Source: an optimization exercise on an open RTL-to-GDS flow (aim: small area). Production flows keep margins and buffers that such runs may drop. In this exercise RTL edits were held to simulation tests only and were not proved equivalent to the original. The clock input has no modelled driver; a real chip could not lean on it and would need a root buffer or a full tree. Power figures rest on the tool's default switching activity, not on a simulated workload.

Setup of wip/zinc:
==> flow/design.v <==
module twpc_slave (
    input  wire        clk,
    input  wire        rst,           
    input  wire        line_in,       
    input  wire [7:0]  my_type,       
    input  wire [23:0] my_ident,      
    output wire        drv,           
    output reg         light,
    output reg  [1:0]  motor_dir,     
    output reg  [7:0]  motor_speed,
    output reg  [1:0]  state,         
    output reg  [7:0]  own_id
);
    localparam [1:0] S_UNASSIGNED = 2'd0, S_RESPOND = 2'd1, S_SERVING = 2'd2, S_STANDBY = 2'd3;
    reg        tx;           
    reg [6:0]  c;            
    reg [24:0] q;            
    reg [2:0]  sel;
    wire       vf = sel[2];
    wire s = line_in;
    reg [23:0] w;
    integer m;
    always @(*)
        for (m = 0; m < 24; m = m + 1)
            w[m] = q[(62 - 2 * m + 50) % 25];
    wire [7:0] uid = w[7:0];
    wire [7:0] cmd = w[15:8];
    wire [7:0] arg = w[23:16];
    wire       data   = c[6];
    wire [1:0] seg    = c[5:4];           
    wire [2:0] j      = c[3:1];           
    wire       x      = ~(q[22] ^ q[6] ^ q[15]);
    wire [31:0] straps = {my_type, my_ident};
    wire       dbit = sel[2] ? (sel[1] ? (j[2:1] == 2'b00) : (j == 3'd2))
                             : straps[{sel[1:0], j}];
    wire       g = (seg == 2'd0) ? q[15] :
                   (seg == 2'd1) ? dbit  :
                                   (j == 3'd0);
    assign drv = tx ? (c[0] & (~c[6] | q[0])) : (~c[6] & ~c[1] & c[0]);
    wire done      = tx ? (~c[6] & ~c[5]) : (&c);
    wire rx_done   = ~tx & done;
    wire valid     = vf;
    wire addressed = (uid == own_id);
    wire bcast     = (uid == 8'hFF);
    wire st_u      = (state == S_UNASSIGNED);
    wire st_r      = (state == S_RESPOND);
    wire st_s      = (state == S_SERVING);
    wire st_b      = (state == S_STANDBY);
    wire is_newdev = (cmd == 8'h05);
    wire marker    = valid & bcast & is_newdev;
    wire arm_tx = rx_done & valid &
                  (st_u ? (cmd == 8'h0F && !addressed && !bcast) : (~st_b & addressed));
    wire [2:0] sel_new = (cmd[7:2] == 6'b000011) ? {1'b0, cmd[1:0]} :
                         is_newdev                ? 3'b100 :
                         (cmd <= 8'h11)           ? 3'b101 : 3'b110;
    wire execute = rx_done & valid & st_s & (addressed | bcast);
    wire hi0     = (cmd[7:4] == 4'h0);
    wire c_light = hi0 & ((cmd[3:0] == 4'h7) | (cmd[3:0] == 4'h8));
    wire c_motor = hi0 & (cmd[3:2] == 2'b10) & (cmd[1:0] != 2'b00);
    wire inc = tx | data | (c[0] ? (~c[1] | ~s) : s);
    always @(posedge clk) begin
        if (rst) begin
            tx  <= 1'b0;
            c   <= 7'd60;
        end else if (done) begin
            tx  <= arm_tx;
            c   <= (~tx & st_u & ~arm_tx) ? 7'd60 : 7'd62;
        end else if (inc) begin
            c   <= c + 7'd1;
        end
    end
    wire bit_tick = data & ~c[0];
    wire wr       = bit_tick & (tx | (seg != 2'd3));
    always @(posedge clk) begin
        q <= {q[23:0], wr ? (tx ? (seg == 2'd3 ? x : g) : s) : q[24]};
    end
    always @(posedge clk) begin
        if (arm_tx) begin
            sel <= sel_new;
        end else begin
            if (rx_done & marker)
                sel[1:0] <= st_b ? sel[1:0] + 2'd1 : 2'd0;
            if (bit_tick & ~tx)
                sel[2] <= (seg != 2'd3) | (vf & (s == x));
        end
    end
    always @(posedge clk) begin
        if (rst) begin
            light       <= 1'b0;
            motor_dir   <= 2'd0;
            motor_speed <= 8'd0;
            state       <= S_UNASSIGNED;
            own_id      <= 8'd0;
        end else begin
            if (tx & done) begin
                if (st_r && sel == 3'b010) state <= S_SERVING;
                if (st_s && sel == 3'b100) state <= S_STANDBY;
            end
            if (rx_done) begin
                if (st_u & arm_tx) begin
                    own_id <= uid;
                    state  <= S_RESPOND;
                end
                if (st_s & marker)
                    state <= S_STANDBY;
                if (st_b & marker & (sel[1:0] == 2'd2))
                    state <= S_SERVING;
            end
            if (execute & c_light)
                light <= ~cmd[3];
            if (execute & c_motor) begin
                motor_dir   <= {cmd[1] & cmd[0], cmd[1] & ~cmd[0]};
                motor_speed <= cmd[1] ? arg : 8'd0;
            end
        end
    end
endmodule
Settings: LEC_CHECK=0, ABC_AREA=1, CAP_MARGIN=20, CORE_MARGIN=2, CORE_UTILIZATION=40, SLEW_MARGIN=20; clock period 5.0 ns.
standard.sh (not shown) runs the stock make flow with config.mk's settings and CLKGATE_MAP_FILE= SYNTH_SCRIPT=/design/flow/synth_recipe.tcl, a recipe that flattens the netlist after the stock synthesis.
==> flow/flow/run.sh <==
#!/bin/bash
set -euo pipefail
export BUFFER_PORTS_ARGS="-buffer_cell sky130_fd_sc_hd__buf_1"
export CTS_ARGS="-sink_clustering_enable -repair_clock_nets -dont_use_dummy_load -buf_list sky130_fd_sc_hd__clkbuf_4"
bash standard.sh synth > synth.log 2>&1
R=orfs/results/$FLOW_PLATFORM/twpc_slave/base
cp $R/1_2_yosys.v std_1_2_yosys.v
bash flow/reopt.sh $PWD/std_1_2_yosys.v $PWD/reopt.v $PWD/reopt > reopt.log 2>&1
cp reopt.v $R/1_2_yosys.v
rm -f $R/1_synth.odb $R/1_synth.sdc
bash standard.sh cts > cts.log 2>&1
CTS_ODB=$PWD/$R/4_cts.odb openroad -no_init -exit flow/clock_tree.tcl > clock_tree.log 2>&1
bash standard.sh > finish.log 2>&1
==> flow/flow/abc_nfa_s2.script <==
strash
dc2
dch -f
amap
strash
&get -n
&deepsyn -T 120 -S 2
&put
&get -n
&nf -R 1000 -p
&put
mfs2 -a
strash
&get -n
&nf -R 1000 -p
&put
==> flow/flow/abc_nfa_s29.script <==
strash
dc2
dch -f
amap
strash
&get -n
&deepsyn -T 120 -S 29
&put
&get -n
&nf -R 1000 -p
&put
mfs2 -a
strash
&get -n
&nf -R 1000 -p
&put
==> flow/flow/abc_nfa_s41.script <==
strash
dc2
dch -f
amap
strash
&get -n
&deepsyn -T 120 -S 41
&put
&get -n
&nf -R 1000 -p
&put
mfs2 -a
strash
&get -n
&nf -R 1000 -p
&put
==> flow/flow/abc_nfa_s43.script <==
strash
dc2
dch -f
amap
strash
&get -n
&deepsyn -T 120 -S 43
&put
&get -n
&nf -R 1000 -p
&put
mfs2 -a
strash
&get -n
&nf -R 1000 -p
&put
==> flow/flow/abc_nfm_s13.script <==
strash
dc2
dch -f
map -a
strash
&get -n
&deepsyn -T 120 -S 13
&put
&get -n
&nf -R 1000 -p
&put
mfs2 -a
strash
&get -n
&nf -R 1000 -p
&put
==> flow/flow/abc_nfm_s19.script <==
strash
dc2
dch -f
map -a
strash
&get -n
&deepsyn -T 120 -S 19
&put
&get -n
&nf -R 1000 -p
&put
mfs2 -a
strash
&get -n
&nf -R 1000 -p
&put
==> flow/flow/abc_nfm_s2.script <==
strash
dc2
dch -f
map -a
strash
&get -n
&deepsyn -T 120 -S 2
&put
&get -n
&nf -R 1000 -p
&put
mfs2 -a
strash
&get -n
&nf -R 1000 -p
&put
==> flow/flow/abc_nfm_s25.script <==
strash
dc2
dch -f
map -a
strash
&get -n
&deepsyn -T 120 -S 25
&put
&get -n
&nf -R 1000 -p
&put
mfs2 -a
strash
&get -n
&nf -R 1000 -p
&put
==> flow/flow/abc_nfm_s27.script <==
strash
dc2
dch -f
map -a
strash
&get -n
&deepsyn -T 120 -S 27
&put
&get -n
&nf -R 1000 -p
&put
mfs2 -a
strash
&get -n
&nf -R 1000 -p
&put
==> flow/flow/abc_nfm_s29.script <==
strash
dc2
dch -f
map -a
strash
&get -n
&deepsyn -T 120 -S 29
&put
&get -n
&nf -R 1000 -p
&put
mfs2 -a
strash
&get -n
&nf -R 1000 -p
&put
==> flow/flow/abc_nfm_s3.script <==
strash
dc2
dch -f
map -a
strash
&get -n
&deepsyn -T 120 -S 3
&put
&get -n
&nf -R 1000 -p
&put
mfs2 -a
strash
&get -n
&nf -R 1000 -p
&put
==> flow/flow/abc_nfm_s31.script <==
strash
dc2
dch -f
map -a
strash
&get -n
&deepsyn -T 120 -S 31
&put
&get -n
&nf -R 1000 -p
&put
mfs2 -a
strash
&get -n
&nf -R 1000 -p
&put
==> flow/flow/abc_nfm_s33.script <==
strash
dc2
dch -f
map -a
strash
&get -n
&deepsyn -T 120 -S 33
&put
&get -n
&nf -R 1000 -p
&put
mfs2 -a
strash
&get -n
&nf -R 1000 -p
&put
==> flow/flow/abc_nfm_s35.script <==
strash
dc2
dch -f
map -a
strash
&get -n
&deepsyn -T 120 -S 35
&put
&get -n
&nf -R 1000 -p
&put
mfs2 -a
strash
&get -n
&nf -R 1000 -p
&put
==> flow/flow/abc_nfm_s37.script <==
strash
dc2
dch -f
map -a
strash
&get -n
&deepsyn -T 120 -S 37
&put
&get -n
&nf -R 1000 -p
&put
mfs2 -a
strash
&get -n
&nf -R 1000 -p
&put
==> flow/flow/abc_nfm_s7.script <==
strash
dc2
dch -f
map -a
strash
&get -n
&deepsyn -T 120 -S 7
&put
&get -n
&nf -R 1000 -p
&put
mfs2 -a
strash
&get -n
&nf -R 1000 -p
&put
==> flow/flow/abc_nfx_s2.script <==
strash
&get -n
&dc2
&put
dch -f
map -a
mfs2 -a
strash
&get -n
&deepsyn -T 120 -S 2
&put
&get -n
&nf -R 1000 -p
&put
mfs2 -a
strash
&get -n
&nf -R 1000 -p
&put
==> flow/flow/abc_nfx_s29.script <==
strash
&get -n
&dc2
&put
dch -f
map -a
mfs2 -a
strash
&get -n
&deepsyn -T 120 -S 29
&put
&get -n
&nf -R 1000 -p
&put
mfs2 -a
strash
&get -n
&nf -R 1000 -p
&put
==> flow/flow/abc_nfx_s45.script <==
strash
&get -n
&dc2
&put
dch -f
map -a
mfs2 -a
strash
&get -n
&deepsyn -T 120 -S 45
&put
&get -n
&nf -R 1000 -p
&put
mfs2 -a
strash
&get -n
&nf -R 1000 -p
&put
==> flow/flow/abc_nfx_s47.script <==
strash
&get -n
&dc2
&put
dch -f
map -a
mfs2 -a
strash
&get -n
&deepsyn -T 120 -S 47
&put
&get -n
&nf -R 1000 -p
&put
mfs2 -a
strash
&get -n
&nf -R 1000 -p
&put
Other scripts of this flow, unchanged in this note and not shown: flow/flow/clock_tree.tcl, flow/flow/reopt.sh
wip/zinc went all the way through synthesis, placement and routing and the layout is clean on timing, DRC and antenna.
For wip/onyx, these inputs were changed with respect to wip/zinc:
Settings: CAP_MARGIN now 0, was 20; GPL_TIMING_DRIVEN now 0, previously not set; SLEW_MARGIN now 0, was 20.
==> flow/flow/abc_nfm_s73.script (new file) <==
strash
dc2
dch -f
map -a
strash
&get -n
&deepsyn -T 120 -S 73
&put
&get -n
&nf -R 1000 -p
&put
mfs2 -a
strash
&get -n
&nf -R 1000 -p
&put
==> flow/flow/abc_nfm_s75.script (new file) <==
strash
dc2
dch -f
map -a
strash
&get -n
&deepsyn -T 120 -S 75
&put
&get -n
&nf -R 1000 -p
&put
mfs2 -a
strash
&get -n
&nf -R 1000 -p
&put
==> flow/flow/abc_nfm_s77.script (new file) <==
strash
dc2
dch -f
map -a
strash
&get -n
&deepsyn -T 120 -S 77
&put
&get -n
&nf -R 1000 -p
&put
mfs2 -a
strash
&get -n
&nf -R 1000 -p
&put
==> flow/flow/abc_nfm_s79.script (new file) <==
strash
dc2
dch -f
map -a
strash
&get -n
&deepsyn -T 120 -S 79
&put
&get -n
&nf -R 1000 -p
&put
mfs2 -a
strash
&get -n
&nf -R 1000 -p
&put
==> flow/flow/abc_nfm_s81.script (new file) <==
strash
dc2
dch -f
map -a
strash
&get -n
&deepsyn -T 120 -S 81
&put
&get -n
&nf -R 1000 -p
&put
mfs2 -a
strash
&get -n
&nf -R 1000 -p
&put
==> flow/flow/abc_nfm_s83.script (new file) <==
strash
dc2
dch -f
map -a
strash
&get -n
&deepsyn -T 120 -S 83
&put
&get -n
&nf -R 1000 -p
&put
mfs2 -a
strash
&get -n
&nf -R 1000 -p
&put
==> flow/flow/abc_nfm_s85.script (new file) <==
strash
dc2
dch -f
map -a
strash
&get -n
&deepsyn -T 120 -S 85
&put
&get -n
&nf -R 1000 -p
&put
mfs2 -a
strash
&get -n
&nf -R 1000 -p
&put
==> flow/flow/abc_nfm_s87.script (new file) <==
strash
dc2
dch -f
map -a
strash
&get -n
&deepsyn -T 120 -S 87
&put
&get -n
&nf -R 1000 -p
&put
mfs2 -a
strash
&get -n
&nf -R 1000 -p
&put
==> flow/flow/abc_nfm_s89.script (new file) <==
strash
dc2
dch -f
map -a
strash
&get -n
&deepsyn -T 120 -S 89
&put
&get -n
&nf -R 1000 -p
&put
mfs2 -a
strash
&get -n
&nf -R 1000 -p
&put
==> flow/flow/abc_nfm_s91.script (new file) <==
strash
dc2
dch -f
map -a
strash
&get -n
&deepsyn -T 120 -S 91
&put
&get -n
&nf -R 1000 -p
&put
mfs2 -a
strash
&get -n
&nf -R 1000 -p
&put
removed: flow/flow/abc_nfa_s2.script
removed: flow/flow/abc_nfa_s29.script
removed: flow/flow/abc_nfa_s41.script
removed: flow/flow/abc_nfa_s43.script
removed: flow/flow/abc_nfm_s13.script
removed: flow/flow/abc_nfm_s19.script
removed: flow/flow/abc_nfm_s25.script
removed: flow/flow/abc_nfm_s27.script
removed: flow/flow/abc_nfm_s3.script
removed: flow/flow/abc_nfm_s31.script
removed: flow/flow/abc_nfm_s33.script
removed: flow/flow/abc_nfm_s35.script
removed: flow/flow/abc_nfm_s37.script
removed: flow/flow/abc_nfm_s7.script
removed: flow/flow/abc_nfx_s2.script
removed: flow/flow/abc_nfx_s29.script
removed: flow/flow/abc_nfx_s45.script
removed: flow/flow/abc_nfx_s47.script
The final layout from wip/onyx, which completed every stage, passed the timing, design-rule and antenna checks at the end of the flow.
Lower worst hold slack among wip/onyx and wip/zinc: wip/zinc
wip/onyx vs wip/zinc on average vias per placed instance: wip/onyx is the higher one.
Compared with wip/zinc, in wip/onyx starting utilization of the core area stayed essentially flat; leakage power summed over all cells fell by 1.2%; reported net switching power rose by about 3.5%.
Input-level comparison between wip/harbor and wip/onyx:
Settings: changing SLEW_MARGIN from 0 to 20; removing GPL_TIMING_DRIVEN (formerly 0); changing CAP_MARGIN from 0 to 20; changing ABC_AREA from 1 to 0.
==> flow/flow/abc_nf_s1.script (new file) <==
strash
&get -n
&deepsyn -T 120 -S 1
&put
&get -n
&nf -R 1000 -p
&put
mfs2 -a
strash
&get -n
&nf -R 1000 -p
&put
==> flow/flow/abc_nf_s11.script (new file) <==
strash
&get -n
&deepsyn -T 120 -S 11
&put
&get -n
&nf -R 1000 -p
&put
mfs2 -a
strash
&get -n
&nf -R 1000 -p
&put
==> flow/flow/abc_nf_s15.script (new file) <==
strash
&get -n
&deepsyn -T 120 -S 15
&put
&get -n
&nf -R 1000 -p
&put
mfs2 -a
strash
&get -n
&nf -R 1000 -p
&put
==> flow/flow/abc_nf_s17.script (new file) <==
strash
&get -n
&deepsyn -T 120 -S 17
&put
&get -n
&nf -R 1000 -p
&put
mfs2 -a
strash
&get -n
&nf -R 1000 -p
&put
==> flow/flow/abc_nf_s21.script (new file) <==
strash
&get -n
&deepsyn -T 120 -S 21
&put
&get -n
&nf -R 1000 -p
&put
mfs2 -a
strash
&get -n
&nf -R 1000 -p
&put
==> flow/flow/abc_nf_s23.script (new file) <==
strash
&get -n
&deepsyn -T 120 -S 23
&put
&get -n
&nf -R 1000 -p
&put
mfs2 -a
strash
&get -n
&nf -R 1000 -p
&put
==> flow/flow/abc_nf_s5.script (new file) <==
strash
&get -n
&deepsyn -T 120 -S 5
&put
&get -n
&nf -R 1000 -p
&put
mfs2 -a
strash
&get -n
&nf -R 1000 -p
&put
==> flow/flow/abc_nf_s6.script (new file) <==
strash
&get -n
&deepsyn -T 120 -S 6
&put
&get -n
&nf -R 1000 -p
&put
mfs2 -a
strash
&get -n
&nf -R 1000 -p
&put
==> flow/flow/abc_nfd_s1.script (new file) <==
strash
&get -n
&dc2
&put
&get -n
&deepsyn -T 120 -S 1
&put
&get -n
&nf -R 1000 -p
&put
mfs2 -a
strash
&get -n
&nf -R 1000 -p
&put
==> flow/flow/abc_nfd_s11.script (new file) <==
strash
&get -n
&dc2
&put
&get -n
&deepsyn -T 120 -S 11
&put
&get -n
&nf -R 1000 -p
&put
mfs2 -a
strash
&get -n
&nf -R 1000 -p
&put
==> flow/flow/abc_nfd_s15.script (new file) <==
strash
&get -n
&dc2
&put
&get -n
&deepsyn -T 120 -S 15
&put
&get -n
&nf -R 1000 -p
&put
mfs2 -a
strash
&get -n
&nf -R 1000 -p
&put
==> flow/flow/abc_nfd_s17.script (new file) <==
strash
&get -n
&dc2
&put
&get -n
&deepsyn -T 120 -S 17
&put
&get -n
&nf -R 1000 -p
&put
mfs2 -a
strash
&get -n
&nf -R 1000 -p
&put
==> flow/flow/abc_nfd_s21.script (new file) <==
strash
&get -n
&dc2
&put
&get -n
&deepsyn -T 120 -S 21
&put
&get -n
&nf -R 1000 -p
&put
mfs2 -a
strash
&get -n
&nf -R 1000 -p
&put
==> flow/flow/abc_nfd_s23.script (new file) <==
strash
&get -n
&dc2
&put
&get -n
&deepsyn -T 120 -S 23
&put
&get -n
&nf -R 1000 -p
&put
mfs2 -a
strash
&get -n
&nf -R 1000 -p
&put
==> flow/flow/abc_nfd_s5.script (new file) <==
strash
&get -n
&dc2
&put
&get -n
&deepsyn -T 120 -S 5
&put
&get -n
&nf -R 1000 -p
&put
mfs2 -a
strash
&get -n
&nf -R 1000 -p
&put
==> flow/flow/abc_nfd_s6.script (new file) <==
strash
&get -n
&dc2
&put
&get -n
&deepsyn -T 120 -S 6
&put
&get -n
&nf -R 1000 -p
&put
mfs2 -a
strash
&get -n
&nf -R 1000 -p
&put
==> flow/flow/abc_nfm_s15.script (new file) <==
strash
dc2
dch -f
map -a
strash
&get -n
&deepsyn -T 120 -S 15
&put
&get -n
&nf -R 1000 -p
&put
mfs2 -a
strash
&get -n
&nf -R 1000 -p
&put
==> flow/flow/abc_nfm_s9.script (new file) <==
strash
dc2
dch -f
map -a
strash
&get -n
&deepsyn -T 120 -S 9
&put
&get -n
&nf -R 1000 -p
&put
mfs2 -a
strash
&get -n
&nf -R 1000 -p
&put
removed: flow/flow/abc_nfm_s73.script
removed: flow/flow/abc_nfm_s75.script
removed: flow/flow/abc_nfm_s77.script
removed: flow/flow/abc_nfm_s79.script
removed: flow/flow/abc_nfm_s81.script
removed: flow/flow/abc_nfm_s83.script
removed: flow/flow/abc_nfm_s85.script
removed: flow/flow/abc_nfm_s87.script
removed: flow/flow/abc_nfm_s89.script
removed: flow/flow/abc_nfm_s91.script
- wip/harbor has completed all stages; timing, DRC and antenna checks passed.
- Relative to wip/onyx, area inside the core boundary increased by 0.63% in wip/harbor.
- The higher share of power burned in the clock network came out of wip/onyx.
- For the switching power as a share of total power, wip/harbor came in 0.39 points higher than wip/onyx did.
- Number of gates on the worst path with buffers counted ends up higher on wip/onyx.
- From wip/onyx to wip/harbor, post-cts repair resize count did not move at all.
- The via total after detailed routing reported for wip/harbor is greater than that of wip/onyx by 24.
- wip/harbor vs wip/onyx: synthesized cell count up
- Going from wip/onyx to wip/harbor, post-detailed-placement cell area grew slightly.
Changes in wip/nickel relative to wip/harbor:
Settings: swapping 0 for 1 in ABC_AREA.
==> flow/flow/abc_nf_s1.script <==
strash
&get -n
&deepsyn -T 150 -S 1
&put
&get -n
&nf -R 1000 -p
&put
mfs2 -a
strash
&get -n
&nf -R 1000 -p
&put
==> flow/flow/abc_nf_s11.script <==
strash
&get -n
&deepsyn -T 150 -S 11
&put
&get -n
&nf -R 1000 -p
&put
mfs2 -a
strash
&get -n
&nf -R 1000 -p
&put
==> flow/flow/abc_nf_s15.script <==
strash
&get -n
&deepsyn -T 150 -S 15
&put
&get -n
&nf -R 1000 -p
&put
mfs2 -a
strash
&get -n
&nf -R 1000 -p
&put
==> flow/flow/abc_nf_s17.script <==
strash
&get -n
&deepsyn -T 150 -S 17
&put
&get -n
&nf -R 1000 -p
&put
mfs2 -a
strash
&get -n
&nf -R 1000 -p
&put
==> flow/flow/abc_nf_s5.script <==
strash
&get -n
&deepsyn -T 150 -S 5
&put
&get -n
&nf -R 1000 -p
&put
mfs2 -a
strash
&get -n
&nf -R 1000 -p
&put
==> flow/flow/abc_nf_s6.script <==
strash
&get -n
&deepsyn -T 150 -S 6
&put
&get -n
&nf -R 1000 -p
&put
mfs2 -a
strash
&get -n
&nf -R 1000 -p
&put
==> flow/flow/abc_nfd_s1.script <==
strash
&get -n
&dc2
&put
&get -n
&deepsyn -T 150 -S 1
&put
&get -n
&nf -R 1000 -p
&put
mfs2 -a
strash
&get -n
&nf -R 1000 -p
&put
==> flow/flow/abc_nfd_s11.script <==
strash
&get -n
&dc2
&put
&get -n
&deepsyn -T 150 -S 11
&put
&get -n
&nf -R 1000 -p
&put
mfs2 -a
strash
&get -n
&nf -R 1000 -p
&put
==> flow/flow/abc_nfd_s15.script <==
strash
&get -n
&dc2
&put
&get -n
&deepsyn -T 150 -S 15
&put
&get -n
&nf -R 1000 -p
&put
mfs2 -a
strash
&get -n
&nf -R 1000 -p
&put
==> flow/flow/abc_nfd_s17.script <==
strash
&get -n
&dc2
&put
&get -n
&deepsyn -T 150 -S 17
&put
&get -n
&nf -R 1000 -p
&put
mfs2 -a
strash
&get -n
&nf -R 1000 -p
&put
==> flow/flow/abc_nfd_s5.script <==
strash
&get -n
&dc2
&put
&get -n
&deepsyn -T 150 -S 5
&put
&get -n
&nf -R 1000 -p
&put
mfs2 -a
strash
&get -n
&nf -R 1000 -p
&put
==> flow/flow/abc_nfd_s6.script <==
strash
&get -n
&dc2
&put
&get -n
&deepsyn -T 150 -S 6
&put
&get -n
&nf -R 1000 -p
&put
mfs2 -a
strash
&get -n
&nf -R 1000 -p
&put
removed: flow/flow/abc_nf_s21.script
removed: flow/flow/abc_nf_s23.script
removed: flow/flow/abc_nfd_s21.script
removed: flow/flow/abc_nfd_s23.script
removed: flow/flow/abc_nfm_s15.script
removed: flow/flow/abc_nfm_s2.script
removed: flow/flow/abc_nfm_s29.script
removed: flow/flow/abc_nfm_s9.script
### Flow results
Delta (wip/nickel minus wip/harbor): synthesized netlist net count went up; hold slack went up; via count of the first global-routing pass went up.

afterwards: timing with drivers on the ports:
The flow's constraints put no driver on any port. The routed layouts listed below were extracted and timed again, unchanged, in two steps.
Step 1 (the two cells are an assumption about what drives the block):
set clk [get_ports {clk}]
set_driving_cell -lib_cell sky130_fd_sc_hd__clkbuf_16 $clk
set_driving_cell -lib_cell sky130_fd_sc_hd__buf_2 [delete_from_list [all_inputs] $clk]
Step 2 also shifts input and output timing later by t, the mid clock arrival at the registers, as if the neighbouring blocks saw the same clock.
Slacks: ideal ports / drivers / drivers and shift; pairs: ideal ports / drivers.
run	t, ns	slack for setup (ns)	hold WS [ns]	slew at the worst register clock pin (ns)	pins driven straight from the clock port
wip/zinc	0.202	1.489 / 1.519 / 1.318	0.334 / 0.334 / 0.334	0.10 / 0.10	4
wip/onyx	0.195	0.860 / 0.886 / 0.691	0.355 / 0.355 / 0.355	0.10 / 0.10	4
wip/harbor	0.201	1.717 / 1.749 / 1.549	0.349 / 0.349 / 0.349	0.11 / 0.11	4
wip/nickel	0.205	1.375 / 1.410 / 1.206	0.361 / 0.361 / 0.361	0.11 / 0.11	4
After both steps every run listed still meets setup and hold. For wip/zinc, which loses most, drivers alone change the setup slack by +0.030 ns; drivers and shift together by -0.171 ns.
